Context: an optimization exercise on an open-source flow, tuned for small area. The choices shown serve that exercise and are no tape-out recipe. Function was checked by simulation only, so behaviour that the tests miss may differ from the original. Power is estimated from default activity; no workload was simulated.

`flow/run.sh`:
```
#!/bin/bash
# synth_recipe.tcl (not shown) runs the flow's synth.tcl, then flattens the netlist and writes it again
# the make line also repeats each setting of config.mk as NAME=value (left out here)
make -C /OpenROAD-flow-scripts/flow DESIGN_CONFIG=/design/flow/config.mk WORK_HOME=/design/flow/orfs CLKGATE_MAP_FILE= SYNTH_SCRIPT=/design/flow/synth_recipe.tcl finish
```
`flow/config.mk`:
```
export PLATFORM = sky130hd
export DESIGN_NAME = smcore_monitor
export DESIGN_NICKNAME = smcore_monitor
export VERILOG_FILES = /design/flow/design.v
export SDC_FILE = /design/flow/constraint.sdc
export NUM_CORES = 4
export LEC_CHECK = 0
export CAP_MARGIN = 20
export CORE_MARGIN = 2
export CORE_UTILIZATION = 40
export CTS_BUF_LIST = sky130_fd_sc_hd__clkbuf_4
export PLACE_DENSITY = 0.6
export SLEW_MARGIN = 20
```
`flow/constraint.sdc`:
```
create_clock -name core_clock -period 17.0 [get_ports {clk}]
set_input_delay 3.4000 -clock core_clock [delete_from_list [all_inputs] [get_ports {clk}]]
set_output_delay 3.4000 -clock core_clock [all_outputs]
set_load 0.01 [all_outputs]
```
`flow/design.v`:
```
module smcore_monitor (
    input  wire        clk,
    input  wire        rst,             
    input  wire        ms_tick,         
    input  wire        start,           
    input  wire        clear_latch,     
    input  wire [47:0] ain,             
    input  wire [3:0]  din,             
    input  wire [15:0] cfg_gain,
    input  wire [15:0] cfg_offset,
    input  wire [15:0] cfg_z1,
    input  wire [15:0] cfg_z2,
    input  wire [15:0] cfg_z3,
    input  wire [15:0] cfg_z4,
    input  wire [15:0] cfg_prox,
    input  wire [3:0]  cfg_ai_en,
    input  wire [3:0]  cfg_di_en,
    input  wire [3:0]  cfg_di_high,
    input  wire        cfg_auto_reset,
    output wire        ready,
    output reg         done,
    output wire        relay,
    output wire        indicator,
    output reg  [2:0]  safety_status,
    output reg  [4:0]  zone_status,
    output reg         prox_alert,
    output reg  [3:0]  safety_error,
    output reg  [47:0] ai_mv,           
    output wire [3:0]  di_status
);
    integer i;
    reg [4:0] ph;
    reg       zeroing;
    reg       busy;
    wire      phz  = (ph == 5'd0);
    wire      ph31 = (ph == 5'd31);
    assign ready = ~busy & ~zeroing;
    wire go = ready & start;
    reg [5:0] a1;
    reg [2:0] ch1;
    reg [5:0] a3;
    reg [2:0] ch3;
    wire pub = busy & (ch3 == 3'd4) & (a3 == 6'd33);
    always @(posedge clk) begin
        if (rst)
            busy <= 1'b0;
        else if (go)
            busy <= 1'b1;
        else if (pub)
            busy <= 1'b0;
        if (go) begin
            a1  <= 6'd0;
            ch1 <= 3'd0;
            a3  <= 6'd35;
            ch3 <= 3'd7;
        end else if (busy) begin
            if (a1 == 6'd35) begin
                a1  <= 6'd0;
                ch1 <= ch1 + 3'd1;
            end else
                a1 <= a1 + 6'd1;
            if (a3 == 6'd47) begin
                a3  <= 6'd0;
                ch3 <= ch3 + 3'd1;
            end else
                a3 <= a3 + 6'd1;
        end
    end
    wire        s1act = busy & ~ch1[2] & (a1 < 6'd24);
    wire [11:0] raw1  = ain[12*ch1[1:0] +: 12];
    reg         dig;
    always @(*) begin
        case (a1)
            6'd2, 6'd5, 6'd6, 6'd7, 6'd10, 6'd11: dig = 1'b1;
            default: dig = 1'b0;
        endcase
    end
    reg  [11:0] acc1;
    reg         e1, e2;
    wire [12:0] sum1 = {1'b0, acc1} + ((s1act & dig) ? {1'b0, raw1} : 13'd0);
    wire        xb   = sum1[0];
    always @(posedge clk) begin
        if (rst)
            acc1 <= 12'd0;
        else
            acc1 <= sum1[12:1];
        e1 <= xb;
        e2 <= e1;
    end
    reg [2:0] up;
    reg [7:0] fr;
    always @(*) begin
        casez (acc1[11:6])
            6'b1?????: begin up = 3'd5; fr = acc1[10:3]; end
            6'b01????: begin up = 3'd4; fr = acc1[9:2];  end
            6'b001???: begin up = 3'd3; fr = acc1[8:1];  end
            6'b0001??: begin up = 3'd2; fr = acc1[7:0];  end
            6'b00001?: begin up = 3'd1; fr = {acc1[6:0], e1}; end
            default:   begin up = 3'd0; fr = {acc1[5:0], e1, e2}; end
        endcase
    end
    wire inact = (acc1 < 12'd100);       
    reg  [47:0] ring;
    wire        rwr = s1act & (a1 >= 6'd12);
    always @(posedge clk)
        ring <= {ring[46:0], rwr ? xb : ring[47]};
    reg  [10:0] U;
    reg         inact1, inact3;
    wire        s3act = busy & (a3 <= 6'd32);
    wire        t3z   = (a3 == 6'd0);
    always @(posedge clk) begin
        if (s1act && a1 == 6'd12) begin
            U      <= {up, fr};
            inact1 <= inact;
        end else if (s3act && a3 <= 6'd10)
            U <= {1'b0, U[10:1]};
        if (s3act && t3z)
            inact3 <= inact1;
    end
    reg        bv;
    wire       uin   = (a3 <= 6'd10) & U[0];
    wire       c1015 = (a3 < 6'd10) & (a3 != 6'd3);
    wire       bvin  = ~t3z & bv;
    wire [1:0] dv    = {1'b0, c1015} - {1'b0, uin} - {1'b0, bvin};
    wire       vb    = dv[0];
    reg  [15:0] accP;
    wire [16:0] sum3 = (t3z ? 17'd0 : {1'b0, accP}) + (vb ? {1'b0, cfg_offset} : 17'd0);
    wire        pb   = sum3[0];
    reg  [10:0] dl;                      
    reg  [2:0]  cy;
    wire        op2  = (a3 >= 6'd2)  & ~dl[1];
    wire        op6  = (a3 >= 6'd6)  &  dl[5];
    wire        op9  = (a3 >= 6'd9)  &  dl[8];
    wire        op11 = (a3 >= 6'd11) &  dl[10];
    wire        inj  = (a3 == 6'd2);
    wire [2:0]  cyin = t3z ? 3'd0 : cy;
    wire [3:0]  ps   = {3'd0, pb} + {3'd0, op2} + {3'd0, op6} + {3'd0, op9}
                     + {3'd0, op11} + {3'd0, inj} + {1'b0, cyin};
    wire        prb  = ps[0];
    reg         s20, neq;
    reg  [14:0] E;                       
    always @(posedge clk) begin
        bv   <= dv[1];
        accP <= sum3[16:1];
        dl   <= {dl[9:0], pb};
        cy   <= ps[3:1];
        if (s3act) begin
            if (a3 == 6'd20) begin
                s20 <= pb;
                neq <= 1'b0;
            end else if (a3 > 6'd20 && a3 < 6'd26) begin
                neq <= neq | (pb ^ s20);
            end else if (a3 == 6'd26) begin
                neq <= neq | (pb ^ s20) | inact3;
                s20 <= pb | inact3;
            end
            if (a3 >= 6'd18)
                E <= {prb, E[14:1]};
        end
    end
    wire signed [6:0] ei = E[14:8];
    wire        [7:0] ef = E[7:0];
    wire              gnz = |cfg_gain;
    wire s5start = busy & ~ch3[2] & (a3 == 6'd33);
    wire ei_big  = (ei >= 7'sd23);
    wire ei_err  = (ei <= -7'sd25);
    wire ei_noh  = (ei >= -7'sd24) & (ei <= -7'sd15);
    wire ei_nrm  = (ei >= -7'sd14) & (ei <= 7'sd22);
    wire bigcase = neq ? ~s20 : ei_big;
    wire md_big  = bigcase & gnz;
    wire md_noh  = ~neq & ei_noh;
    wire md_nrm  = ~neq & ei_nrm;
    reg  [5:0]  c5;                      
    reg         act5, nrm, noh, hs, end10;
    reg  [4:0]  r5;
    reg         big, nz, sticky;
    reg  [4:0]  lt, gt;                  
    reg  [24:0] R;
    wire fin5 = act5 & (c5 == (end10 ? 6'd15 : 6'd5));
    wire step = act5 & ~fin5;
    wire signed [7:0] hx = $signed({2'b00, c5}) - (noh ? 8'sd47 : 8'sd31) - {ei[6], ei};
    wire eok   = (a3 >= 6'd33) | (a3 < 6'd18);
    wire hact  = step & (nrm | noh) & eok & (hx >= 8'sd0) & (hx <= 8'sd8);
    wire hfst  = hact & (hx == 8'sd8);
    wire hb    = hfst | (hact & ef[hx[2:0]]);
    wire mr    = R[24] & hs & step;
    wire m     = mr & nrm;
    wire       rdiv = (c5 >= 6'd16) & (c5 <= 6'd37);
    wire       rcmp = (c5 >= 6'd16) & (c5 <= 6'd31);
    wire [5:0] r2   = {r5, m};
    wire       qd   = (r2 >= 6'd25);
    wire [5:0] r2s  = r2 - 6'd25;
    wire [4:0] rn   = qd ? r2s[4:0] : r2[4:0];
    wire [3:0] kz = c5[3:0];
    wire [4:0] zb = {cfg_prox[kz], cfg_z4[kz], cfg_z3[kz], cfg_z2[kz], cfg_z1[kz]};
    always @(posedge clk) begin
        R <= (hfst ? 25'd0 : {R[23:0], 1'b0}) + (hb ? {9'd0, cfg_gain} : 25'd0);
        if (rst)
            act5 <= 1'b0;
        else if (s5start)
            act5 <= 1'b1;
        else if (fin5)
            act5 <= 1'b0;
        if (s5start) begin
            c5     <= (md_nrm & (ei > 7'sd7)) ? (6'd39 + ei[5:0]) : 6'd46;
            end10  <= md_nrm & (ei >= 7'sd10);
            nrm    <= md_nrm;
            noh    <= md_noh;
            hs     <= 1'b0;
            r5     <= 5'd0;
            lt     <= 5'd0;
            gt     <= 5'd0;
            big    <= md_big;
            nz     <= md_big;
            sticky <= 1'b0;
        end else if (act5) begin
            c5 <= c5 - 6'd1;
            if (hfst) hs <= 1'b1;
            if (step) begin
                if (m) nz <= 1'b1;
                if (c5 >= 6'd38 && m) big <= 1'b1;
                if (rdiv) r5 <= rn;
                if (rdiv && !rcmp && qd) big <= 1'b1;
                if (rcmp) begin
                    for (i = 0; i < 5; i = i + 1)
                        if (!lt[i] && !gt[i]) begin
                            if (qd && !zb[i]) gt[i] <= 1'b1;
                            if (!qd && zb[i]) lt[i] <= 1'b1;
                        end
                end
                if (c5 <= 6'd15 && m) sticky <= 1'b1;
                if (noh && mr && c5 >= 6'd22) begin
                    nz     <= 1'b1;
                    sticky <= 1'b1;
                end
            end
        end
    end
    wire       incq = (r5 != 5'd0) | sticky;
    wire [4:0] le   = {5{~big}} & (lt | (~gt & {5{~incq}}));
    wire       aerr = ~nz;
    wire       f_cr = ~aerr & le[0];
    wire       f_wh = ~aerr & ~le[0] & le[1];
    wire       f_wl = ~aerr & ~le[0] & ~le[1] & le[2];
    wire       f_la = ~aerr & ~le[0] & ~le[1] & ~le[2] & le[3];
    wire       f_px = ~aerr & le[4];
    wire [1:0] ch5  = ch3[1:0] - 2'd1;
    reg  [3:0] zacc;                     
    reg        pacc;
    reg  [3:0] aer;                      
    always @(posedge clk) begin
        if (go) begin
            zacc <= 4'd0;
            pacc <= 1'b0;
        end else if (fin5) begin
            if (cfg_ai_en[ch5]) begin
                zacc <= zacc | {f_la, f_wl, f_wh, f_cr};
                pacc <= pacc | f_px;
            end
            aer[ch5] <= aerr;
        end
    end
    reg  [31:0] ur;
    reg  [4:0]  P;
    reg  [5:0]  A;
    reg         cu;
    wire [5:0]  Pn   = {1'b0, P} + {5'd0, ms_tick};
    wire        ab   = (ph < 5'd6) & A[ph[2:0]];
    wire        uo   = ur[31] & ~zeroing;
    wire        cuin = ~phz & cu;
    wire [1:0]  us   = {1'b0, uo} + {1'b0, ab} + {1'b0, cuin};
    always @(posedge clk) begin
        if (rst) begin
            ph      <= 5'd0;
            zeroing <= 1'b1;
            P       <= 5'd0;
            A       <= 6'd0;
        end else begin
            ph <= ph + 5'd1;
            if (ph31) begin
                zeroing <= 1'b0;
                A       <= Pn;
                P       <= 5'd0;
            end else
                P <= Pn[4:0];
        end
        ur <= {ur[30:0], us[0]};
        cu <= us[1];
    end
    reg         rd, rdp;
    reg  [4:0]  S;
    reg         cn;
    wire        sb   = (ph < 5'd5) & S[ph[2:0]];
    wire        cnin = ~phz & cn;
    wire [1:0]  ns   = {1'b0, ur[31]} + {1'b0, sb} + {1'b0, cnin};
    wire        nowb = ns[0];
    always @(posedge clk) begin
        if (rst) begin
            rd  <= 1'b0;
            rdp <= 1'b0;
        end else if (ph31) begin
            rd  <= rdp | go;
            rdp <= 1'b0;
        end else if (go)
            rdp <= 1'b1;
        if (go)
            S <= P;
        cn <= ns[1];
    end
    reg  [31:0] er [0:3];
    reg  [3:0]  bw, gtd;
    reg  [3:0]  di_prev, di_state;
    wire        c50 = (ph == 5'd1) | (ph == 5'd4) | (ph == 5'd5);
    wire [3:0]  edn = cfg_di_en & (din ^ di_prev);
    genvar g;
    generate
        for (g = 0; g < 4; g = g + 1) begin : dch
            wire       eo  = er[g][31];
            wire       wr  = rd & edn[g];
            wire       bin = ~phz & bw[g];
            wire [1:0] ds  = {1'b0, nowb} - {1'b0, eo} - {1'b0, bin};
            wire       gin = ~phz & gtd[g];
            always @(posedge clk) begin
                er[g] <= {er[g][30:0], zeroing ? 1'b0 : (wr ? nowb : eo)};
                if (rd) begin
                    bw[g]  <= ds[1];
                    gtd[g] <= (ds[0] != c50) ? ds[0] : gin;
                end
            end
        end
    endgenerate
    wire [3:0] act = ~(din ^ cfg_di_high);
    wire [3:0] dsn = (cfg_di_en & ~edn & gtd & act) | (~(cfg_di_en & ~edn & gtd) & di_state);
    assign di_status = di_state;
    wire [3:0] serr = cfg_ai_en & aer;
    wire [3:0] good = cfg_ai_en & ~aer;
    wire       any_crit = zacc[0] | (|(cfg_di_en & dsn));
    wire       any_warn = zacc[1] | zacc[2];
    wire       any_err  = |serr;
    wire [2:0] agg = any_crit ? 3'd2 : any_warn ? 3'd1 : any_err ? 3'd4 : 3'd0;
    function integer rpos(input integer ch, input integer k);
        integer s;
        begin
            s = 36 * ch;
            rpos = (225 - s - k + 96) % 48;
        end
    endfunction
    reg rel, latch;
    assign relay     = rel;
    assign indicator = rel;
    integer k;
    always @(posedge clk) begin
        if (rst) begin
            done          <= 1'b0;
            rel           <= 1'b0;
            latch         <= 1'b0;
            safety_status <= 3'd0;
            zone_status   <= 5'd0;
            prox_alert    <= 1'b0;
            safety_error  <= 4'd0;
            ai_mv         <= 48'd0;
            di_prev       <= 4'd0;
            di_state      <= 4'd0;
        end else begin
            done <= pub;
            if (!busy && clear_latch)
                latch <= 1'b0;
            if (pub) begin
                for (i = 0; i < 4; i = i + 1)
                    if (good[i])
                        for (k = 0; k < 12; k = k + 1)
                            ai_mv[12*i + k] <= ring[rpos(i, k)];
                di_prev  <= (cfg_di_en & din) | (~cfg_di_en & di_prev);
                di_state <= dsn;
                if (agg == 3'd2) begin
                    rel   <= 1'b1;
                    latch <= 1'b1;
                end else if (agg == 3'd0) begin
                    if (cfg_auto_reset || !latch)
                        rel <= 1'b0;
                    if (cfg_auto_reset)
                        latch <= 1'b0;
                end
                safety_status <= agg;
                zone_status   <= {zacc[3:1], zacc[0], any_err};
                prox_alert    <= pacc;
                safety_error  <= serr;
            end
        end
    end
endmodule
```
==> results of run 1 <==
power groups by stage:
stage                     logic, mW  registers, mW  clock network (mW)
final                         0.461           1.21               0.933
after global placement        0.451           1.23                   0
after floorplan               0.356           1.22                   0
after CTS                     0.468           1.21               0.971
after detailed placement      0.464           1.23                   0
after global routing          0.530           1.21                1.03
layer usage:
layer | track usage | vias to the layer above | part of all wire
li1 | - | 7064 | -
met1 | 0.232 | 6537 | 0.48
met2 | 0.264 | 325 | 0.45
met3 | 0.0413 | 72 | 0.047
met4 | 0.0541 | 0 | 0.018
met5 | 0 | - | 0
flip-flops by register name (all words and copies together), names as in the netlist, 6 cells and up, named ones only:
register / cells
c5: 6
ring: 48
E: 15
R: 25
a1: 6
er: 128
accP: 16
A: 6
dl: 11
a3: 6
acc1: 12
ur: 32
ai_mv: 48
U: 11
critical path, delay by kind of cell:
family        cells  cell delay [ps]
simple gates      1              170
buf+inv           3              540
fa+ha+maj         5             2200
xor+xnor          1              170
logic make-up after synthesis:
family,synth area share
AO/OA/AOI/OAI,0.123
XOR/XNOR,0.0338
adder cells (fa/ha/maj),0.0709
buffers and inverters,0.0317
flip-flops,0.530
multiplexers,0.0592
AND/OR/NAND/NOR,0.152
stage by stage:
stage | area (um2) | setup WS [ps]
3_3_place_gp | 21900 | 10390
6_report | 23400 | 11230
4_1_cts | 23400 | 11120
2_1_floorplan | 18900 | 10940
5_1_grt | 23400 | 11000
3_5_place_dp | 21900 | 10380
worst max-delay path by stage:
stage,start,cells past startpoint,to
after global placement,cfg_offset[0],10,cy[1]
after detailed placement,cfg_offset[0],10,cy[1]
after floorplan,cfg_offset[0],9,cy[1]
final,cfg_offset[0],10,cy[1]
after global routing,c5[0],20,R[17]
after CTS,busy,2,ready
cells in the final DEF, fill, tap and decap left out, types with 11 or more instances in the layout:
master	synthesis	final
a22oi_1	11	11
and3_1	17	17
nor2b_1	49	49
nand2_1	198	198
nand3_1	36	36
inv_1	71	71
clkbuf_4	0	179
nor3_1	38	38
ha_1	83	83
clkdlybuf4s50_1	0	249
a21oi_1	142	142
nor4_1	13	13
nor2_1	135	135
edfxtp_1	58	58
mux2i_1	15	15
o21ai_0	59	59
nand4_1	12	12
a211oi_1	20	20
dfxtp_1	413	413
clkinv_1	2	24
and2_1	53	53
o21a_1	11	11
xor2_1	28	28
mux4_2	37	37
a21o_1	22	22
xnor2_1	45	45
fa_1	15	15
a31oi_1	13	13
nand2b_1	14	14
or3_1	12	12
final cells by class:
| class | instances | area share |
|---|---|---|
| Sequential cell | 471 | 0.427 |
| Multi-Input combinational cell | 1199 | 0.353 |
| Timing Repair Buffer | 259 | 0.110 |
| Clock buffer | 179 | 0.0574 |
| Tap cell | 607 | 0.0324 |
| Inverter | 74 | 0.0119 |
| Clock inverter | 32 | 0.00753 |
| Antenna cell | 5 | 0.000534 |
==> results.sh, run 1 <==
export IMPL_worst_hold_path_endpoint="er[1][2]"
export IMPL_cap_viol_max_count=0
export IMPL_cts_resized_gates=0
export IMPL_number_of_flops_mapped_to_enable_cells_by_yosys=58
export IMPL_postSynthRegisterBits=471
export IMPL_post_cts_setup_buffer_count=0
export IMPL_reg2reg_from="c5[0]"
export IMPL_slew_headroom=0.314
export IMPL_vias=14000
export IMPL_combPwrFrac=0.177
export IMPL_pwr_density_cell_nw_per_um2=111
export IMPL_syn_instance_count=1818
export IMPL_setup_viol=0
export IMPL_die_height_um=221
export IMPL_die_width_um=221
export IMPL_floorplan_core_area_um2=46600
export IMPL_cts_buffer_depth=3
export IMPL_critical_path_reg2reg_endpoint="R[17]"
export IMPL_path_cells="clkdlybuf4s50_1 -> and2_1 -> ha_1 -> inv_1 -> fa_1 -> fa_1 -> inv_1 -> fa_1 -> fa_1 -> xor2_1"
export IMPL_ys_async_sr_fraction=0
export IMPL_clock_transition_at_the_registers_of_the_reported_paths_ps=70
export IMPL_share_seq_of_total_power=0.464
export IMPL_routed_wire_length_per_instance_um=14.7
export IMPL_ant_nets=0
export IMPL_synthesis_yosys_warnings=2
export IMPL_post_route_drc_count=0
export IMPL_cts_htree_levels=3
export IMPL_synth_cell_area_um2=18900
export IMPL_tightestPinTransition_ps=1030
export IMPL_floorplan_die_area_um2=49000
export IMPL_p_switching_mw=0.702
export IMPL_cts_inserted_buffers=118
export IMPL_final_cycle_utilization_of_the_critical_path=0.340
export IMPL_synthesis_nets=2098
export IMPL_hpwl_mm=29.6
export IMPL_synth_top_cell_by_area="dfxtp_1"
export IMPL_post_synth_main_area_contributors="dfxtp_1 (44%), edfxtp_1 (9.2%), ha_1 (5.5%)"
export IMPL_proportion_of_power_drawn_by_the_clock_network=0.359
export IMPL_critPathCaptureType="flip-flop"
export IMPL_timing_hold_ws_ps=299
export IMPL_status="finished clean"
export IMPL_grt_total_usage=0.170
export IMPL_tns_ps=0
export IMPL_rsz0062_at_grt="no"
export IMPL_critical_path_class="primary input to flip-flop"
export IMPL_grt_max_degree=94
export IMPL_tritoncts="done"
export IMPL_crit_slowest_cell="fa_1"
export IMPL_final_fill_count=4249
export IMPL_ctsHoldBuffers=0
export IMPL_syn_avg_cell_area_um2=10.4
export IMPL_start_util=0.406
export IMPL_clk_latency_ps=840
export IMPL_clock_skew_final_ps=38.8
export IMPL_synth_distinct_cells=76
export IMPL_via_count_of_the_first_global_routing_pass=13900
export IMPL_final_core_util=0.503
export IMPL_p_total_mw=2.60
export IMPL_critical_path_start_type="primary input"
export IMPL_multi_input_logic_area_um2=8280
export IMPL_grt_antenna_before_repair=2
export IMPL_min_period_ps=5770
export IMPL_cts_sinks=471
export IMPL_min_from="er[1][1]"
export IMPL_synth_sequential_area_ratio=0.530
export IMPL_fin_nets=2403
export IMPL_finalHoldViolations=0
export IMPL_hp_class="flip-flop to flip-flop"
export IMPL_timing_fmax_ghz=0.173
export IMPL_flow_area_growth_from_synthesis_pct=24.0
export IMPL_cp_data_arrival_time_ps=6480
export IMPL_count_leader_synth="dfxtp_1"
export IMPL_rows=79
export IMPL_reg2reg_slack_ps=11500
export IMPL_worstHoldPathCells=0
export IMPL_p_leak_nw=9.37
export IMPL_wire_length_of_the_first_global_routing_pass_mm=69.0
export IMPL_detailedRoute_firstPassIterationCount=7
export IMPL_cell_count_of_the_worst_reg_to_reg_path=21
export IMPL_vias_per_cell=4.95
export IMPL_synth_flop_cell="dfxtp_1"
export IMPL_regArea_um2=10000
export IMPL_grt_overflow_total=0
export IMPL_instances_no_fill=2826
export IMPL_drive_gt1_frac=0.116
export IMPL_wirelength_mm=41.6
export IMPL_worst_path_most_repeated_cell="fa_1"
export IMPL_crit_path_max_fanout=3
export IMPL_synth_top_area_share=0.438
export IMPL_cpPeakStageDelay_ps=510
export IMPL_intPower_mw=1.90
export IMPL_num_io_pins=251
export IMPL_max_vdd_ir_drop_v=0.0000892
export IMPL_port_buffers=250
export IMPL_slew_viol_final=0
export IMPL_routabilityCongestion=0.821
export IMPL_dp_cells=2610
export IMPL_synth_top_cells_by_count="dfxtp_1 (413), nand2_1 (198), a21oi_1 (142), nor2_1 (135), ha_1 (83)"
export IMPL_drt_initial_drc_count=902
export IMPL_root_buffer="clkbuf_4"
export IMPL_crit_required_ps=17710
export IMPL_switching_share_of_power=0.270
==> run 2, diff against run 1 <==
--- a/flow/config.mk
+++ b/flow/config.mk
@@ -10,3 +10,2 @@
 export CORE_UTILIZATION = 40
-export CTS_BUF_LIST = sky130_fd_sc_hd__clkbuf_4
 export PLACE_DENSITY = 0.6
==> run 2 against run 1 <==
Register-to-register slack hardly changed. Still clean on timing, DRC and antenna. Clock skew shrank 20 ps. Critical path depth stayed put. Cell area increased by 0.61%. Hold slack improved by 11 ps. First-iteration DRC count grew 3.5%. Routed wire length decreased by 1.1%. Sequential power about the same. Global-route usage is 0.33 points lower. Critical endpoint unchanged. Largest power group unchanged.
==> results.sh, run 2 <==
export IMPL_min_period_ps=6020
export IMPL_synth_top_cells_by_count="dfxtp_1 (413), nand2_1 (198), a21oi_1 (142), nor2_1 (135), ha_1 (83)"
export IMPL_cts_sinks=471
export IMPL_grt_total_usage=0.166
export IMPL_rows=79
export IMPL_fin_nets=2333
export IMPL_num_io_pins=251
export IMPL_floorplan_core_area_um2=46600
export IMPL_tightestPinTransition_ps=1040
export IMPL_vias=13600
export IMPL_post_synth_main_area_contributors="dfxtp_1 (44%), edfxtp_1 (9.2%), ha_1 (5.5%)"
export IMPL_drive_gt1_frac=0.0722
export IMPL_p_total_mw=2.75
export IMPL_hpwl_mm=29.6
export IMPL_vias_per_cell=5.02
export IMPL_cts_buffer_depth=3
export IMPL_timing_fmax_ghz=0.166
export IMPL_synth_distinct_cells=76
export IMPL_setup_viol=0
export IMPL_routabilityCongestion=0.821
export IMPL_port_buffers=250
export IMPL_max_vdd_ir_drop_v=0.0000953
export IMPL_synth_cell_area_um2=18900
export IMPL_synth_top_area_share=0.438
export IMPL_ctsHoldBuffers=0
export IMPL_wirelength_mm=41.2
export IMPL_detailedRoute_firstPassIterationCount=4
export IMPL_cts_inserted_buffers=48
export IMPL_cap_viol_max_count=0
export IMPL_placement_setup_worst_slack_ps=10380
export IMPL_postSynthRegisterBits=471
export IMPL_hp_class="flip-flop to flip-flop"
export IMPL_cts_resized_gates=0
export IMPL_largest_reg_flops=128
export IMPL_synthesis_nets=2098
export IMPL_most_frequent_standard_cell_in_the_layout_excluding_fill_and_tap_cells="dfxtp_1"
export IMPL_layout_common_cells="dfxtp_1 (413), clkdlybuf4s50_1 (249), nand2_1 (198)"
export IMPL_slew_headroom=0.309
export IMPL_routed_wire_length_per_instance_um=15.3
export IMPL_die_width_um=221
export IMPL_syn_avg_cell_area_um2=10.4
export IMPL_wire_length_of_the_first_global_routing_pass_mm=67.8
export IMPL_ys_async_sr_fraction=0
export IMPL_final_fill_count=4169
export IMPL_critical_path_class="primary input to flip-flop"
export IMPL_tritoncts="done"
export IMPL_synth_sequential_area_ratio=0.530
export IMPL_cts_htree_levels=2
export IMPL_grt_max_degree=94
export IMPL_registers_top_by_ff_count="er"
export IMPL_p_leak_nw=9.29
export IMPL_biggest_regs="er: 128 flops, ai_mv: 48 flops, ring: 48 flops"
export IMPL_flow_area_growth_from_synthesis_pct=24.8
export IMPL_finalHoldViolations=0
export IMPL_status="finished clean"
export IMPL_die_height_um=221
export IMPL_slew_viol_final=0
export IMPL_crit_required_ps=17470
export IMPL_tns_ps=0
export IMPL_number_of_flops_mapped_to_enable_cells_by_yosys=58
export IMPL_synth_top_cell_by_area="dfxtp_1"
export IMPL_count_leader_synth="dfxtp_1"
export IMPL_root_buffer="clkbuf_16"
export IMPL_clk_latency_ps=590
export IMPL_start_util=0.406
export IMPL_post_route_drc_count=0
export IMPL_floorplan_die_area_um2=49000
export IMPL_rsz0062_at_grt="no"
export IMPL_via_count_of_the_first_global_routing_pass=13300
export IMPL_synthesis_yosys_warnings=2
export IMPL_final_cycle_utilization_of_the_critical_path=0.354
export IMPL_clock_transition_at_the_registers_of_the_reported_paths_ps=60
export IMPL_clock_skew_final_ps=19.2
export IMPL_critical_path_start_type="primary input"
export IMPL_drt_initial_drc_count=934
export IMPL_final_critical_path_setup_slack_ps=10980
export IMPL_post_cts_setup_buffer_count=0
export IMPL_critPathCaptureType="flip-flop"
export IMPL_syn_instance_count=1818
export IMPL_ant_nets=0
export IMPL_synth_flop_cell="dfxtp_1"
export IMPL_crit_path_max_fanout=3
export IMPL_cp_data_arrival_time_ps=6480
export IMPL_grt_antenna_before_repair=0
export IMPL_pwr_density_cell_nw_per_um2=117
export IMPL_grt_overflow_total=0
## run 2: cell families after synthesis
group,count (synthesis),share of synthesized area
muxes,60,0.0592
and+or+nand+nor,600,0.152
xor gates and xnor gates,73,0.0338
DFF,471,0.530
AOI/OAI and AO/OA,368,0.123
adders and majority gates,98,0.0709
buffers and inverters,148,0.0317
## run 2: path summary, 6_finish.rpt
kind | endpoint | from | slack (ps) | cells past startpoint
setup / recovery | cy[1] | cfg_offset[0] | 10980 | 10
hold / removal | er[2][19] | er[2][18] | 310 | 0
setup reg to reg | R[17] | c5[0] | 11510 | 21
hold reg to reg | er[2][19] | er[2][18] | 310 | 0
## run 2: critical path, cell delays in order
cell             delay, ps
clkdlybuf4s50_1        400
and2_1                 170
ha_1                   330
inv_1                   90
fa_1                   500
fa_1                   510
inv_1                   50
fa_1                   460
fa_1                   400
xor2_1                 170
## run 2: metrics by stage
step	cells	hold slack, ps	cell area [um2]	utilization
after floorplan	1818	310	18900	-
after global placement	2610	310	21900	0.470
after detailed placement	2610	312	21900	0.470
after CTS	2698	308	23600	0.506
after global routing	2698	325	23600	0.506
final	2699	309	23600	0.506
## run 2: routing by layer
layer | GRT usage | up-vias | routed length [um]
met1 | 0.234 | 6415 | 20200
li1 | - | 6844 | -
met3 | 0.0291 | 56 | 1500
met2 | 0.266 | 241 | 18700
met4 | 0.0422 | 0 | 770
met5 | 0 | - | 0
## run 2: report_power, final
group          switching, mW  internal, mW
combinational          0.226         0.235
sequential            0.0259          1.18
clock                  0.447         0.637
total                  0.699          2.05
## run 2: area by class of cell
class	instances	area, um2	share of cell area
Sequential cell	471	10000	0.425
Multi-Input combinational cell	1199	8280	0.351
Timing Repair Buffer	259	2570	0.109
Clock buffer	66	1420	0.0603
Tap cell	607	759	0.0322
Inverter	74	278	0.0118
Clock inverter	22	253	0.0107
Antenna cell	1	2.50	0.000106
==> run 3, diff against run 2 <==
--- a/flow/config.mk
+++ b/flow/config.mk
@@ -9,4 +9,5 @@
 export CORE_MARGIN = 2
-export CORE_UTILIZATION = 40
-export PLACE_DENSITY = 0.6
+export CORE_UTILIZATION = 60
+export CTS_BUF_LIST = sky130_fd_sc_hd__clkbuf_2
+export PLACE_DENSITY = 0.75
 export SLEW_MARGIN = 20
==> run 3 against run 2 <==
Global-route usage up 7.6 points. Clock power down 33%. Routed wire length down 3.8%. Power down 13%. Sequential cell count unchanged. Combinational power about the same. Critical endpoint is now R[17].
==> results.sh, run 3 <==
export IMPL_status="finished clean"
export IMPL_crit_path_max_fanout=27
export IMPL_biggest_regs="er: 128 flops, ai_mv: 48 flops, ring: 48 flops"
export IMPL_post_cts_setup_buffer_count=0
export IMPL_synth_top_cells_by_count="dfxtp_1 (413), nand2_1 (198), a21oi_1 (142), nor2_1 (135), ha_1 (83)"
export IMPL_synth_area_mux_share=0.0592
export IMPL_root_buffer="clkbuf_2"
export IMPL_timing_hold_ws_ps=307
export IMPL_start_util=0.613
export IMPL_syn_instance_count=1818
export IMPL_clock_transition_at_the_registers_of_the_reported_paths_ps=110
export IMPL_compound_gate_fraction_of_synth_area=0.123
export IMPL_ant_nets=0
export IMPL_synthesis_nets=2098
export IMPL_flow_area_growth_from_synthesis_pct=20.0
export IMPL_postSynthRegisterBits=471
export IMPL_hp_class="flip-flop to flip-flop"
export IMPL_p_switching_mw=0.696
export IMPL_synth_cell_area_um2=18900
export IMPL_clock_skew_final_ps=52.4
export IMPL_grt_overflow_total=0
export IMPL_cts_inserted_buffers=111
export IMPL_ys_async_sr_fraction=0
export IMPL_timing_fmax_ghz=0.164
export IMPL_drt_initial_drc_count=817
export IMPL_switching_share_of_power=0.291
export IMPL_proportion_of_power_drawn_by_the_clock_network=0.303
export IMPL_vias=14100
export IMPL_via_count_of_the_first_global_routing_pass=13900
export IMPL_drive_gt1_frac=0.106
export IMPL_syn_avg_cell_area_um2=10.4
export IMPL_main_combinational_cell_family_by_area_after_synthesis="simple AND/OR/NAND/NOR gates"
export IMPL_synth_simple_area_share=0.152
export IMPL_count_leader_synth="dfxtp_1"
export IMPL_slew_headroom=0.305
export IMPL_synth_sequential_area_ratio=0.530
export IMPL_cts_htree_levels=3
export IMPL_die_width_um=181
export IMPL_max_vdd_ir_drop_v=0.0000944
export IMPL_path_cells="inv_1 -> ha_1 -> inv_1 -> fa_1 -> nor2b_1 -> o21ai_0 -> a21oi_1 -> mux2i_1 -> and4b_1 -> nor2b_1 -> ha_1 -> fa_1 -> a211oi_1 -> o21bai_1 -> o311a_1 -> a21boi_1 -> a31o_2 -> xor2_1 -> nor2_1"
export IMPL_critical_path_class="flip-flop to flip-flop"
export IMPL_ctsHoldBuffers=0
export IMPL_finalHoldViolations=0
export IMPL_routabilityCongestion=0.848
export IMPL_critical_path_top_delay_family="compound AO/OA/AOI/OAI gates"
export IMPL_num_io_pins=251
export IMPL_clk_latency_ps=990
export IMPL_tritoncts="done"
export IMPL_tightestPinTransition_ps=1040
export IMPL_hpwl_mm=27.8
export IMPL_wire_length_of_the_first_global_routing_pass_mm=66.0
export IMPL_largest_reg_flops=128
export IMPL_critical_path_start_type="flip-flop"
export IMPL_grt_total_usage=0.242
export IMPL_pwr_density_cell_nw_per_um2=106
export IMPL_cp_data_arrival_time_ps=6920
export IMPL_synth_distinct_cells=76
export IMPL_post_synth_main_area_contributors="dfxtp_1 (44%), edfxtp_1 (9.2%), ha_1 (5.5%)"
export IMPL_number_of_flops_mapped_to_enable_cells_by_yosys=58
export IMPL_cap_viol_max_count=0
export IMPL_rsz0062_at_grt="no"
export IMPL_post_synthesis_share_of_cell_area_spent_on_full_adders_half_adders_and_majority_gates=0.0709
export IMPL_wirelength_mm=39.6
export IMPL_combPwrFrac=0.192
export IMPL_setup_viol=0
export IMPL_die_height_um=181
export IMPL_layout_common_cells="dfxtp_1 (413), clkdlybuf4s50_1 (249), nand2_1 (198)"
export IMPL_share_seq_of_total_power=0.505
export IMPL_fin_nets=2393
export IMPL_synth_top_cell_by_area="dfxtp_1"
export IMPL_port_buffers=250
export IMPL_critical_path_buf_inv_count=2
export IMPL_p_leak_nw=9.23
export IMPL_final_fill_count=2319
export IMPL_cpPeakStageDelay_ps=1050
export IMPL_post_route_drc_count=0
export IMPL_cts_resized_gates=0
export IMPL_crit_required_ps=17830
export IMPL_synth_xor_area_share=0.0338
export IMPL_floorplan_core_area_um2=30800
export IMPL_final_cycle_utilization_of_the_critical_path=0.358
export IMPL_intPower_mw=1.70
export IMPL_most_frequent_standard_cell_in_the_layout_excluding_fill_and_tap_cells="dfxtp_1"
export IMPL_synthesis_yosys_warnings=2
export IMPL_grt_antenna_before_repair=1
export IMPL_floorplan_die_area_um2=32900
export IMPL_synth_flop_cell="dfxtp_1"
export IMPL_grt_max_degree=94
export IMPL_routed_wire_length_per_instance_um=15.2
export IMPL_min_period_ps=6090
export IMPL_detailedRoute_firstPassIterationCount=5
export IMPL_cts_buffer_depth=3
export IMPL_tns_ps=0
export IMPL_vias_per_cell=5.42
export IMPL_registers_top_by_ff_count="er"
export IMPL_critPathCaptureType="flip-flop"
export IMPL_slew_viol_final=0
export IMPL_synth_top_area_share=0.438
export IMPL_cts_sinks=471
export IMPL_crit_slowest_cell="edfxtp_1"
export IMPL_rows=64
## run 3: power by group through the flow
stage	clock network (mW)	registers, mW	logic (mW)
2_1_floorplan	0	1.22	0.356
3_3_place_gp	0	1.23	0.443
3_5_place_dp	0	1.23	0.458
4_1_cts	0.749	1.21	0.465
5_1_grt	0.813	1.21	0.523
6_report	0.726	1.21	0.460
## run 3: cell families after synthesis
group,count (synthesis)
compound gates,368
xor+xnor,73
flops,471
simple gates,600
buf+inv,148
mux,60
fa+ha+maj,98
## run 3: metrics by stage
step | area, um2 | std cells | utilization | worst slack [ps] | total power [mW]
3_5_place_dp | 21600 | 2396 | 0.701 | 10400 | 1.69
5_1_grt | 22700 | 2605 | 0.735 | 10470 | 2.55
4_1_cts | 22700 | 2603 | 0.735 | 10890 | 2.42
6_report | 22700 | 2605 | 0.735 | 10910 | 2.39
3_3_place_gp | 21600 | 2396 | 0.701 | 10440 | 1.67
2_1_floorplan | 18900 | 1818 | - | 10940 | 1.57
## run 3: worst paths after layout
kind | startpoint | to | slack [ps] | cells past startpoint
worst max register to register | c5[1] | R[17] | 10910 | 19
worst min register to register | er[0][19] | er[0][20] | 310 | 0
worst min-delay path | er[0][19] | er[0][20] | 310 | 0
worst max-delay path | c5[1] | R[17] | 10910 | 19
## run 3: layout make-up
class                           instances  area [um2]  area share
Antenna cell                            2        5.00    0.000221
Clock buffer                          151         756      0.0333
Clock inverter                         56         303      0.0134
Inverter                               74         278      0.0123
Multi-Input combinational cell       1199        8280       0.365
Sequential cell                       471       10000       0.442
Tap cell                              396         495      0.0219
Timing Repair Buffer                  256        2540       0.112
## run 3: routing by layer
layer  vias to the layer above  wire [um]  track usage
met5                         -          0            0
met4                         0        530       0.0823
met3                        39       1970       0.0421
met2                       372      18300        0.392
met1                      6668      18800        0.331
li1                       7053          -            -
==> run 4, diff against run 3 <==
--- a/flow/config.mk
+++ b/flow/config.mk
@@ -10,3 +10,5 @@
 export CORE_UTILIZATION = 60
-export CTS_BUF_LIST = sky130_fd_sc_hd__clkbuf_2
+export CTS_BUF_LIST = sky130_fd_sc_hd__clkbuf_16
+export CTS_CLUSTER_DIAMETER = 80
+export CTS_CLUSTER_SIZE = 24
 export PLACE_DENSITY = 0.75
==> run 4 against run 3 <==
Still clean on timing, DRC and antenna. Synthesized cell count did not move. Maximum frequency is 0.30% higher. Highest routed layer unchanged. Non-clock buffer count stayed put. Setup slack better by 18 ps. Core utilization shrank 1.1 points. Clock power shrank 16%. Routed wire length fell by 3.0%. Sequential cell count unchanged. Sequential share of layout area grew 0.70 points. Synthesized area unchanged.
==> results.sh, run 4 <==
export IMPL_port_buffers=250
export IMPL_crit_end="R[17]"
export IMPL_synth_simple_area_share=0.152
export IMPL_tightestPinTransition_ps=1030
export IMPL_setup_viol=0
export IMPL_synth_top_area_share=0.438
export IMPL_routabilityCongestion=0.848
export IMPL_tritoncts="done"
export IMPL_syn_avg_cell_area_um2=10.4
export IMPL_rows=64
export IMPL_synth_cell_area_um2=18900
export IMPL_post_cts_setup_buffer_count=0
export IMPL_postSynthRegisterBits=471
export IMPL_final_fill_count=2304
export IMPL_reg2reg_slack_ps=10930
export IMPL_final_cycle_utilization_of_the_critical_path=0.357
export IMPL_synth_area_mux_share=0.0592
export IMPL_hp_class="flip-flop to flip-flop"
export IMPL_main_combinational_cell_family_by_area_after_synthesis="simple AND/OR/NAND/NOR gates"
export IMPL_number_of_flops_mapped_to_enable_cells_by_yosys=58
export IMPL_cell_count_of_the_worst_reg_to_reg_path=19
export IMPL_p_leak_nw=8.83
export IMPL_final_cell_area_um2=22300
export IMPL_synth_top_cells_by_count="dfxtp_1 (413), nand2_1 (198), a21oi_1 (142), nor2_1 (135), ha_1 (83)"
export IMPL_critical_path_class="flip-flop to flip-flop"
export IMPL_critical_path_reg2reg_endpoint="R[17]"
export IMPL_slew_viol_final=0
export IMPL_clock_transition_at_the_registers_of_the_reported_paths_ps=100
export IMPL_synth_distinct_cells=76
export IMPL_critPathCaptureType="flip-flop"
export IMPL_grt_antenna_before_repair=0
export IMPL_min_period_ps=6070
export IMPL_slew_headroom=0.313
export IMPL_cts_inserted_buffers=24
export IMPL_min_from="er[2][30]"
export IMPL_die_height_um=181
export IMPL_die_width_um=181
export IMPL_post_synthesis_share_of_cell_area_spent_on_full_adders_half_adders_and_majority_gates=0.0709
export IMPL_layout_common_cells="dfxtp_1 (413), clkdlybuf4s50_1 (249), nand2_1 (198)"
export IMPL_grt_max_degree=94
export IMPL_cp_data_arrival_time_ps=6480
export IMPL_detailedRoute_firstPassIterationCount=5
export IMPL_floorplan_core_area_um2=30800
export IMPL_post_synth_main_area_contributors="dfxtp_1 (44%), edfxtp_1 (9.2%), ha_1 (5.5%)"
export IMPL_vias_per_cell=5.54
export IMPL_synthesis_yosys_warnings=2
export IMPL_drt_initial_drc_count=860
export IMPL_ctsHoldBuffers=0
export IMPL_grt_total_usage=0.232
export IMPL_wire_length_of_the_first_global_routing_pass_mm=63.9
export IMPL_status="finished clean"
export IMPL_dpl_instance_area_um2=21600
export IMPL_syn_instance_count=1818
export IMPL_synthesis_nets=2098
export IMPL_floorplan_die_area_um2=32900
export IMPL_clk_latency_ps=560
export IMPL_synth_top_cell_by_area="dfxtp_1"
export IMPL_ant_nets=0
export IMPL_most_frequent_standard_cell_in_the_layout_excluding_fill_and_tap_cells="dfxtp_1"
export IMPL_vias=13500
export IMPL_clock_skew_final_ps=18.7
export IMPL_startpoint="c5[1]"
export IMPL_synth_flop_cell="dfxtp_1"
export IMPL_routed_wire_length_per_instance_um=15.8
export IMPL_count_leader_synth="dfxtp_1"
export IMPL_synth_xor_area_share=0.0338
export IMPL_via_count_of_the_first_global_routing_pass=13100
export IMPL_flow_area_growth_from_synthesis_pct=18.1
export IMPL_crit_required_ps=17410
export IMPL_cap_viol_max_count=0
export IMPL_registers_top_by_ff_count="er"
export IMPL_rsz0062_at_grt="no"
export IMPL_critical_path_start_type="flip-flop"
export IMPL_num_antenna_cells=0
export IMPL_fin_nets=2306
export IMPL_num_io_pins=251
export IMPL_wirelength_mm=38.4
export IMPL_cts_sinks=471
export IMPL_max_vdd_ir_drop_v=0.0000988
export IMPL_worstHoldPathCells=0
export IMPL_grt_overflow_total=0
export IMPL_hpwl_mm=27.8
export IMPL_finalHoldViolations=0
export IMPL_cts_resized_gates=0
export IMPL_drive_gt1_frac=0.0466
export IMPL_start_util=0.613
export IMPL_cts_htree_levels=1
export IMPL_tns_ps=0
export IMPL_compound_gate_fraction_of_synth_area=0.123
export IMPL_ys_async_sr_fraction=0
export IMPL_biggest_regs="er: 128 flops, ai_mv: 48 flops, ring: 48 flops"
export IMPL_cts_buffer_depth=3
export IMPL_reg2reg_from="c5[1]"
export IMPL_root_buffer="clkbuf_16"
export IMPL_crit_path_max_fanout=27
export IMPL_timing_fmax_ghz=0.165
export IMPL_pwr_density_cell_nw_per_um2=102
export IMPL_largest_reg_flops=128
export IMPL_synth_sequential_area_ratio=0.530
export IMPL_post_route_drc_count=0
[run 4: cell count changes in the layout (fill, tap and decap cells not counted), moves of 2 or more]
cell       before  now
diode_2         2    0
clkinv_1       39    4
inv_4           0    2
clkbuf_2      151    0
inv_1          71   79
bufinv_16       2    0
clkbuf_16       0   25
clkinv_2       11    0
[run 4: cell type report]
type | instances | area, um2 | share of cell area
Clock inverter | 15 | 83.8 | 0.00376
Tap cell | 396 | 495 | 0.0222
Multi-Input combinational cell | 1199 | 8280 | 0.371
Inverter | 74 | 278 | 0.0124
Timing Repair Buffer | 256 | 2540 | 0.114
Clock buffer | 25 | 626 | 0.0280
Sequential cell | 471 | 10000 | 0.449
[run 4: worst min path at each step]
| stage | slack, ps | endpoint |
|---|---|---|
| 2_1_floorplan | 310 | dl[10] |
| 3_3_place_gp | 310 | er[2][31] |
| 3_5_place_dp | 310 | dl[10] |
| 4_1_cts | 330 | er[1][31] |
| 5_1_grt | 330 | dl[3] |
| 6_report | 320 | er[2][31] |
[run 4: through the flow]
stage / instances / utilization / power, mW / hold slack, ps / setup slack (ps)
after floorplan: 1818 / - / 1.57 / 310 / 10940
after global placement: 2396 / 0.701 / 1.67 / 311 / 10440
after detailed placement: 2396 / 0.701 / 1.69 / 312 / 10400
after CTS: 2436 / 0.724 / 2.30 / 327 / 10910
after global routing: 2436 / 0.724 / 2.40 / 330 / 10500
final: 2436 / 0.724 / 2.28 / 319 / 10930
[run 4: worst max-delay path, cell delays in order (launching register included)]
cell	delay, ps
edfxtp_1	1030
inv_1	190
ha_1	400
inv_1	80
fa_1	430
nor2b_1	170
o21ai_0	170
a21oi_1	210
mux2i_1	230
and4b_1	750
nor2b_1	120
ha_1	250
fa_1	430
a211oi_1	230
o21bai_1	140
o311a_1	330
a21boi_1	280
a31o_2	280
xor2_1	160
nor2_1	50
[run 4: logic make-up (layout without fill, tap and decap cells)]
group,after synthesis,in the layout
fa+ha+maj,98,98
xor+xnor,73,73
mux,60,60
flops,471,471
buf+inv,148,370
compound gates,368,368
simple gates,600,600
[run 4: per-layer routing]
metal / vias to the layer above / track usage / part of all wire
met1: 6421 / 0.330 / 0.47
li1: 6767 / - / -
met2: 275 / 0.389 / 0.47
met3: 40 / 0.0229 / 0.043
met4: 0 / 0.0452 / 0.014
met5: - / 0 / 0
[run 4: power by group]
group | leakage [nW] | total (mW) | switching [mW] | internal (mW)
clock | 0.378 | 0.613 | 0.342 | 0.271
combinational | 4.58 | 0.457 | 0.223 | 0.234
sequential | 3.87 | 1.21 | 0.0270 | 1.18
total | 8.83 | 2.28 | 0.592 | 1.68
==> run 5, diff against run 4 <==
--- a/flow/config.mk
+++ b/flow/config.mk
@@ -10,5 +10,5 @@
 export CORE_UTILIZATION = 60
-export CTS_BUF_LIST = sky130_fd_sc_hd__clkbuf_16
-export CTS_CLUSTER_DIAMETER = 80
-export CTS_CLUSTER_SIZE = 24
+export CTS_BUF_LIST = sky130_fd_sc_hd__clkbuf_8
+export CTS_CLUSTER_DIAMETER = 60
+export CTS_CLUSTER_SIZE = 18
 export PLACE_DENSITY = 0.75
==> run 5 against run 4 <==
Largest power group unchanged. Global-route usage decreased by 0.068 points. Final cell count rose by 0.82%. Still clean. Core utilization grew 0.12 points. Critical path type unchanged. Via count up 0.36%.
==> results.sh, run 5 <==
export IMPL_root_buffer="clkbuf_8"
export IMPL_routed_wire_length_per_instance_um=15.6
export IMPL_port_buffers=250
export IMPL_clock_transition_at_the_registers_of_the_reported_paths_ps=110
export IMPL_most_frequent_standard_cell_in_the_layout_excluding_fill_and_tap_cells="dfxtp_1"
export IMPL_floorplan_core_area_um2=30800
export IMPL_final_core_util=0.725
export IMPL_rsz0062_at_grt="no"
export IMPL_clock_skew_final_ps=17.1
export IMPL_ys_async_sr_fraction=0
export IMPL_synth_top_cell_by_area="dfxtp_1"
export IMPL_ant_nets=0
export IMPL_die_width_um=181
export IMPL_grt_max_degree=94
export IMPL_path_cells="inv_1 -> ha_1 -> inv_1 -> fa_1 -> nor2b_1 -> o21ai_0 -> a21oi_1 -> mux2i_1 -> and4b_1 -> nor2b_1 -> ha_1 -> fa_1 -> a211oi_1 -> o21bai_1 -> o311a_1 -> a21boi_1 -> a31o_2 -> xor2_1 -> nor2_1"
export IMPL_tns_ps=0
export IMPL_ctsHoldBuffers=0
export IMPL_critPathCaptureType="flip-flop"
export IMPL_cp_data_arrival_time_ps=6510
export IMPL_synth_distinct_cells=76
export IMPL_critical_path_start_type="flip-flop"
export IMPL_status="finished clean"
export IMPL_grt_total_usage=0.231
export IMPL_vias_per_cell=5.52
export IMPL_pwr_density_cell_nw_per_um2=102
export IMPL_final_cycle_utilization_of_the_critical_path=0.357
export IMPL_hp_class="flip-flop to flip-flop"
export IMPL_fin_nets=2318
export IMPL_num_io_pins=251
export IMPL_setup_viol=0
export IMPL_placement_setup_worst_slack_ps=10400
export IMPL_start_util=0.613
export IMPL_synth_cell_area_um2=18900
export IMPL_critical_path_buf_inv_count=2
export IMPL_cts_inserted_buffers=36
export IMPL_clk_latency_ps=570
export IMPL_reg2reg_slack_ps=10930
export IMPL_synth_top_area_share=0.438
export IMPL_cts_sinks=471
export IMPL_crit_path_max_fanout=27
export IMPL_routabilityCongestion=0.848
export IMPL_critical_path_class="flip-flop to flip-flop"
export IMPL_post_synth_main_area_contributors="dfxtp_1 (44%), edfxtp_1 (9.2%), ha_1 (5.5%)"
export IMPL_grt_overflow_total=0
export IMPL_finalHoldViolations=0
export IMPL_hpwl_mm=27.8
export IMPL_cts_buffer_depth=3
export IMPL_tightestPinTransition_ps=1030
export IMPL_critical_path_top_delay_family="compound AO/OA/AOI/OAI gates"
export IMPL_syn_avg_cell_area_um2=10.4
export IMPL_synthesis_nets=2098
export IMPL_drt_initial_drc_count=832
export IMPL_synth_top_cells_by_count="dfxtp_1 (413), nand2_1 (198), a21oi_1 (142), nor2_1 (135), ha_1 (83)"
export IMPL_slew_headroom=0.312
export IMPL_number_of_flops_mapped_to_enable_cells_by_yosys=58
export IMPL_timing_fmax_ghz=0.165
export IMPL_flow_area_growth_from_synthesis_pct=18.3
export IMPL_largest_reg_flops=128
export IMPL_postSynthRegisterBits=471
export IMPL_p_leak_nw=8.86
export IMPL_dp_cells=2396
export IMPL_final_fill_count=2299
export IMPL_wirelength_mm=38.3
export IMPL_layout_common_cells="dfxtp_1 (413), clkdlybuf4s50_1 (249), nand2_1 (198)"
export IMPL_post_cts_setup_buffer_count=0
export IMPL_min_period_ps=6070
export IMPL_cap_viol_max_count=0
export IMPL_grt_antenna_before_repair=0
export IMPL_instances_no_fill=2456
export IMPL_count_leader_synth="dfxtp_1"
export IMPL_vias=13600
export IMPL_crit_required_ps=17440
export IMPL_crit_slowest_cell="edfxtp_1"
export IMPL_post_route_drc_count=0
export IMPL_final_critical_path_setup_slack_ps=10930
export IMPL_via_count_of_the_first_global_routing_pass=13000
export IMPL_rows=64
export IMPL_drive_gt1_frac=0.0558
export IMPL_synth_flop_cell="dfxtp_1"
export IMPL_detailedRoute_firstPassIterationCount=5
export IMPL_floorplan_die_area_um2=32900
export IMPL_synthesis_yosys_warnings=2
export IMPL_max_vdd_ir_drop_v=0.0000956
export IMPL_biggest_regs="er: 128 flops, ai_mv: 48 flops, ring: 48 flops"
export IMPL_die_height_um=181
export IMPL_wire_length_of_the_first_global_routing_pass_mm=63.4
export IMPL_cpPeakStageDelay_ps=1040
export IMPL_synth_sequential_area_ratio=0.530
export IMPL_cts_htree_levels=2
export IMPL_num_antenna_cells=0
export IMPL_tritoncts="done"
export IMPL_cts_resized_gates=0
export IMPL_slew_viol_final=0
export IMPL_registers_top_by_ff_count="er"
export IMPL_syn_instance_count=1818
[run 5: cell counts after synthesis]
Identical to the previous run, type by type.
[run 5: worst reg2reg max path: cells and delay by family (launching register included)]
family / cells / cell delay [ps]
AOI/OAI and AO/OA: 7 / 1620
xor gates and xnor gates: 1 / 160
adders and majority gates: 4 / 1510
buffers and inverters: 2 / 280
DFF: 1 / 1040
muxes: 1 / 230
and+or+nand+nor: 4 / 1110
[run 5: stage by stage]
step	area, um2	hold WS, ps	power, mW
after floorplan	18900	310	1.57
after global placement	21600	311	1.67
after detailed placement	21600	312	1.69
after CTS	22400	315	2.31
after global routing	22400	318	2.41
final	22400	326	2.29
[run 5: routing by layer]
metal / routed length [um] / vias up / global-route usage
met1: 18300 / 6397 / 0.334
met2: 17600 / 310 / 0.374
met4: 555 / 0 / 0.0491
met5: 0 / - / 0
li1: - / 6795 / -
met3: 1820 / 50 / 0.0317
[run 5: power breakdown]
group / total, mW / internal (mW) / switching [mW]
combinational: 0.458 / 0.234 / 0.224
sequential: 1.21 / 1.18 / 0.0271
clock: 0.624 / 0.261 / 0.363
[run 5: cells by family after synthesis]
| group | after synthesis | synth area share |
|---|---|---|
| mux | 60 | 0.0592 |
| simple gates | 600 | 0.152 |
| xor+xnor | 73 | 0.0338 |
| compound gates | 368 | 0.123 |
| fa+ha+maj | 98 | 0.0709 |
| buf+inv | 148 | 0.0317 |
| flops | 471 | 0.530 |
[run 5: layout make-up]
cell class	count	area, um2	area share
sequential	471	10000	0.448
multi-input combinational	1199	8280	0.370
timing repair buffer	256	2540	0.114
clock buffer	37	509	0.0228
tap	396	495	0.0222
inverter	74	278	0.0124
clock inverter	23	238	0.0106
[run 5: path summary, 6_finish.rpt]
path	from	endpoint	cells past startpoint
max	c5[1]	R[17]	19
min reg2reg	er[3][1]	er[3][2]	0
min	er[3][1]	er[3][2]	0
max reg2reg	c5[1]	R[17]	19
==> run 6, diff against run 5 <==
==> flow/flow/run.sh (new file) <==
#!/bin/bash
# Layout flow: the standard ORFS flow (standard.sh), with two changes:
#  - ports are buffered with the smallest buffer (sky130_fd_sc_hd__buf_1)
#  - clock tree: clkbuf_8 leaf clusters of at most 16 sinks, no dummy loads
# The full make/OpenROAD/Yosys output goes to flow_make.log in this folder.
set -euo pipefail
export BUFFER_PORTS_ARGS="-buffer_cell sky130_fd_sc_hd__buf_1"
export CTS_ARGS="-sink_clustering_enable -repair_clock_nets -dont_use_dummy_load -buf_list sky130_fd_sc_hd__clkbuf_8 -sink_clustering_size 16 -sink_clustering_max_diameter 60"
bash standard.sh > flow_make.log 2>&1
==> flow/standard.sh (new file) <==
#!/bin/bash
# synth_recipe.tcl (not shown) runs the flow's synth.tcl, then flattens the netlist and writes it again
# the make line also repeats each setting of config.mk as NAME=value (left out here)
make -C /OpenROAD-flow-scripts/flow DESIGN_CONFIG=/design/flow/config.mk WORK_HOME=/design/flow/orfs CLKGATE_MAP_FILE= SYNTH_SCRIPT=/design/flow/synth_recipe.tcl "${@:-finish}"
--- a/flow/config.mk
+++ b/flow/config.mk
@@ -10,5 +10,2 @@
 export CORE_UTILIZATION = 60
-export CTS_BUF_LIST = sky130_fd_sc_hd__clkbuf_8
-export CTS_CLUSTER_DIAMETER = 60
-export CTS_CLUSTER_SIZE = 18
 export PLACE_DENSITY = 0.75
removed: flow/run.sh
==> run 6 against run 5 <==
Still clean on timing, DRC and antenna. Die area is the same. Count of clock-buffer cells in the layout increased by 1. Cell area down 7.9%. Critical path depth is 1 higher. Sequential share of layout area rose by 3.8 points. Critical endpoint unchanged. Largest power group unchanged.
==> results.sh, run 6 <==
export IMPL_slew_viol_final=0
export IMPL_die_width_um=181
export IMPL_rows=64
export IMPL_pwr_density_cell_nw_per_um2=106
export IMPL_crit_slowest_cell="edfxtp_1"
export IMPL_wirelength_mm=38.0
export IMPL_cp_data_arrival_time_ps=6160
export IMPL_layout_common_cells="dfxtp_1 (413), buf_1 (249), nand2_1 (198)"
export IMPL_reg2reg_slack_ps=11230
export IMPL_reg2reg_from="c5[1]"
export IMPL_clk_latency_ps=560
export IMPL_cts_htree_levels=2
export IMPL_hpwl_mm=27.6
export IMPL_die_height_um=181
export IMPL_drive_gt1_frac=0.0515
export IMPL_cts_inserted_buffers=38
export IMPL_wire_length_of_the_first_global_routing_pass_mm=62.6
export IMPL_cts_sinks=471
export IMPL_setup_viol=0
export IMPL_routabilityCongestion=0.853
export IMPL_largest_reg_flops=128
export IMPL_floorplan_die_area_um2=32900
export IMPL_vias=13700
export IMPL_registers_top_by_ff_count="er"
export IMPL_start_util=0.613
export IMPL_rsz0062_at_grt="no"
export IMPL_p_total_mw=2.18
export IMPL_synth_flop_cell="dfxtp_1"
export IMPL_synth_cell_area_um2=18900
export IMPL_dpl_instance_area_um2=20100
export IMPL_detailedRoute_firstPassIterationCount=5
export IMPL_final_cell_area_um2=20600
export IMPL_p_leak_nw=8.09
export IMPL_final_fill_count=2431
export IMPL_grt_max_degree=77
export IMPL_via_count_of_the_first_global_routing_pass=13200
export IMPL_instances_no_fill=2436
export IMPL_count_leader_synth="dfxtp_1"
export IMPL_vias_per_cell=5.63
export IMPL_synth_sequential_area_ratio=0.530
export IMPL_synth_distinct_cells=76
export IMPL_drt_initial_drc_count=1007
export IMPL_critical_path_reg2reg_endpoint="R[17]"
export IMPL_cts_buffer_depth=3
export IMPL_worst_path_stages=20
export IMPL_crit_required_ps=17390
export IMPL_biggest_regs="er: 128 flops, ai_mv: 48 flops, ring: 48 flops"
export IMPL_number_of_flops_mapped_to_enable_cells_by_yosys=58
export IMPL_synth_top_cells_by_count="dfxtp_1 (413), nand2_1 (198), a21oi_1 (142), nor2_1 (135), ha_1 (83)"
export IMPL_startpoint="c5[1]"
export IMPL_flow_area_growth_from_synthesis_pct=9.00
export IMPL_ys_async_sr_fraction=0
export IMPL_synth_top_area_share=0.438
export IMPL_ant_nets=0
export IMPL_final_core_util=0.668
export IMPL_tns_ps=0
export IMPL_post_cts_setup_buffer_count=0
export IMPL_critical_path_class="flip-flop to flip-flop"
export IMPL_grt_total_usage=0.227
export IMPL_postSynthRegisterBits=471
export IMPL_min_from="er[3][30]"
export IMPL_post_synth_main_area_contributors="dfxtp_1 (44%), edfxtp_1 (9.2%), ha_1 (5.5%)"
export IMPL_dp_cells=2398
export IMPL_cap_viol_max_count=0
export IMPL_clock_transition_at_the_registers_of_the_reported_paths_ps=100
export IMPL_num_antenna_cells=0
export IMPL_critical_path_top_delay_family="compound AO/OA/AOI/OAI gates"
export IMPL_final_critical_path_setup_slack_ps=11230
export IMPL_port_buffers=250
export IMPL_crit_path_max_fanout=27
export IMPL_grt_overflow_total=0
export IMPL_status="finished clean"
export IMPL_path_cells="inv_1 -> ha_1 -> inv_1 -> fa_1 -> nor2b_1 -> o21ai_0 -> a211o_1 -> a211o_1 -> nand3_1 -> a21oi_2 -> and2_1 -> ha_1 -> fa_1 -> a211oi_1 -> o21bai_1 -> o311a_1 -> a21boi_1 -> a31o_2 -> xor2_1 -> nor2_1"
export IMPL_timing_hold_ws_ps=302
export IMPL_finalHoldViolations=0
export IMPL_critPathCaptureType="flip-flop"
export IMPL_synthesis_nets=2098
export IMPL_final_cycle_utilization_of_the_critical_path=0.340
export IMPL_syn_instance_count=1818
export IMPL_floorplan_core_area_um2=30800
export IMPL_num_io_pins=251
export IMPL_critical_path_start_type="flip-flop"
export IMPL_post_route_drc_count=0
export IMPL_cell_count_of_the_worst_reg_to_reg_path=20
export IMPL_cts_resized_gates=0
export IMPL_syn_avg_cell_area_um2=10.4
export IMPL_synthesis_yosys_warnings=2
export IMPL_synth_top_cell_by_area="dfxtp_1"
export IMPL_timing_fmax_ghz=0.173
export IMPL_placement_setup_worst_slack_ps=10710
export IMPL_max_vdd_ir_drop_v=0.000103
export IMPL_clock_skew_final_ps=58.8
export IMPL_root_buffer="clkbuf_8"
export IMPL_ctsHoldBuffers=0
export IMPL_tritoncts="done"
export IMPL_cpPeakStageDelay_ps=1040
export IMPL_min_period_ps=5770
export IMPL_tightestPinTransition_ps=1040
export IMPL_fin_nets=2322
export IMPL_routed_wire_length_per_instance_um=15.6
export IMPL_hp_class="flip-flop to flip-flop"
export IMPL_critical_path_buf_inv_count=2
export IMPL_crit_end="R[17]"
export IMPL_grt_antenna_before_repair=0
export IMPL_most_frequent_standard_cell_in_the_layout_excluding_fill_and_tap_cells="dfxtp_1"
export IMPL_slew_headroom=0.308
-- run 6: cell counts after synthesis --
No cell type changed its count.
-- run 6: worst min path at each step --
stage	end	slack (ps)	cells after the start
floorplan	dl[10]	310	0
global placement	ur[30]	310	0
detailed placement	er[0][14]	310	0
CTS	er[3][11]	300	0
global route	er[3][11]	300	0
finish	er[3][31]	300	0
-- run 6: cell type report --
class,count,area (um2),area share
multi-input combinational,1199,8280,0.402
timing repair buffer,258,1000,0.0487
inverter,74,278,0.0135
sequential,471,10000,0.486
clock buffer,38,523,0.0254
tap,396,495,0.0241
-- run 6: kinds of logic after synthesis --
logic type / count (synthesis) / synth area share
and+or+nand+nor: 600 / 0.152
DFF: 471 / 0.530
AOI/OAI and AO/OA: 368 / 0.123
buffers and inverters: 148 / 0.0317
adders and majority gates: 98 / 0.0709
xor gates and xnor gates: 73 / 0.0338
muxes: 60 / 0.0592
-- run 6: layer usage --
layer | share of wire | vias up | GRT usage
met4 | 0.014 | 0 | 0.0530
met5 | 0 | - | 0
met1 | 0.47 | 6530 | 0.317
met3 | 0.054 | 47 | 0.0405
met2 | 0.47 | 363 | 0.370
li1 | - | 6775 | -
-- run 6: power by group --
part	internal [mW]	leakage (nW)	switching (mW)
clock network	0.201	0.273	0.326
registers	1.18	3.87	0.0268
logic	0.212	3.95	0.230
total	1.59	8.09	0.583
-- run 6: worst reg2reg max path: stages (launching register included) --
cell	delay, ps
edfxtp_1	1040
inv_1	200
ha_1	400
inv_1	70
fa_1	430
nor2b_1	160
o21ai_0	170
a211o_1	300
a211o_1	300
nand3_1	150
a21oi_2	130
and2_1	220
ha_1	230
fa_1	430
a211oi_1	230
o21bai_1	130
o311a_1	320
a21boi_1	280
a31o_2	270
xor2_1	160
nor2_1	50

==> port drivers added, routing unchanged <==
No port has a modelled driver above. Below, the same layouts with a new extraction and two added sets of constraints. Step 1 assumes that a clkbuf_16 drives the clock port and a buf_2 every other input. Step 2 also shifts input and output timing later by t, the mid clock arrival at the registers, as if the neighbouring blocks saw the same clock. a / b / c = ideal / step 1 / step 2; a / b = the first two.
run | t (ns) | setup WS [ns] | clock arrival spread, ns
run 1 | 0.863 | 11.227 / 11.201 / 10.389 | 0.049 / 0.049
run 2 | 0.627 | 10.985 / 11.014 / 10.386 | 0.020 / 0.021
run 3 | 1.008 | 10.911 / 10.911 / 10.401 | 0.060 / 0.061
run 4 | 0.601 | 10.929 / 10.929 / 10.400 | 0.020 / 0.020
run 5 | 0.609 | 10.931 / 10.931 / 10.401 | 0.020 / 0.020
run 6 | 0.575 | 11.227 / 11.227 / 10.716 | 0.061 / 0.061
After both steps setup and hold are still met in every run listed. For run 1, which loses most, drivers alone change the setup slack by -0.026 ns; drivers and shift together by -0.838 ns.
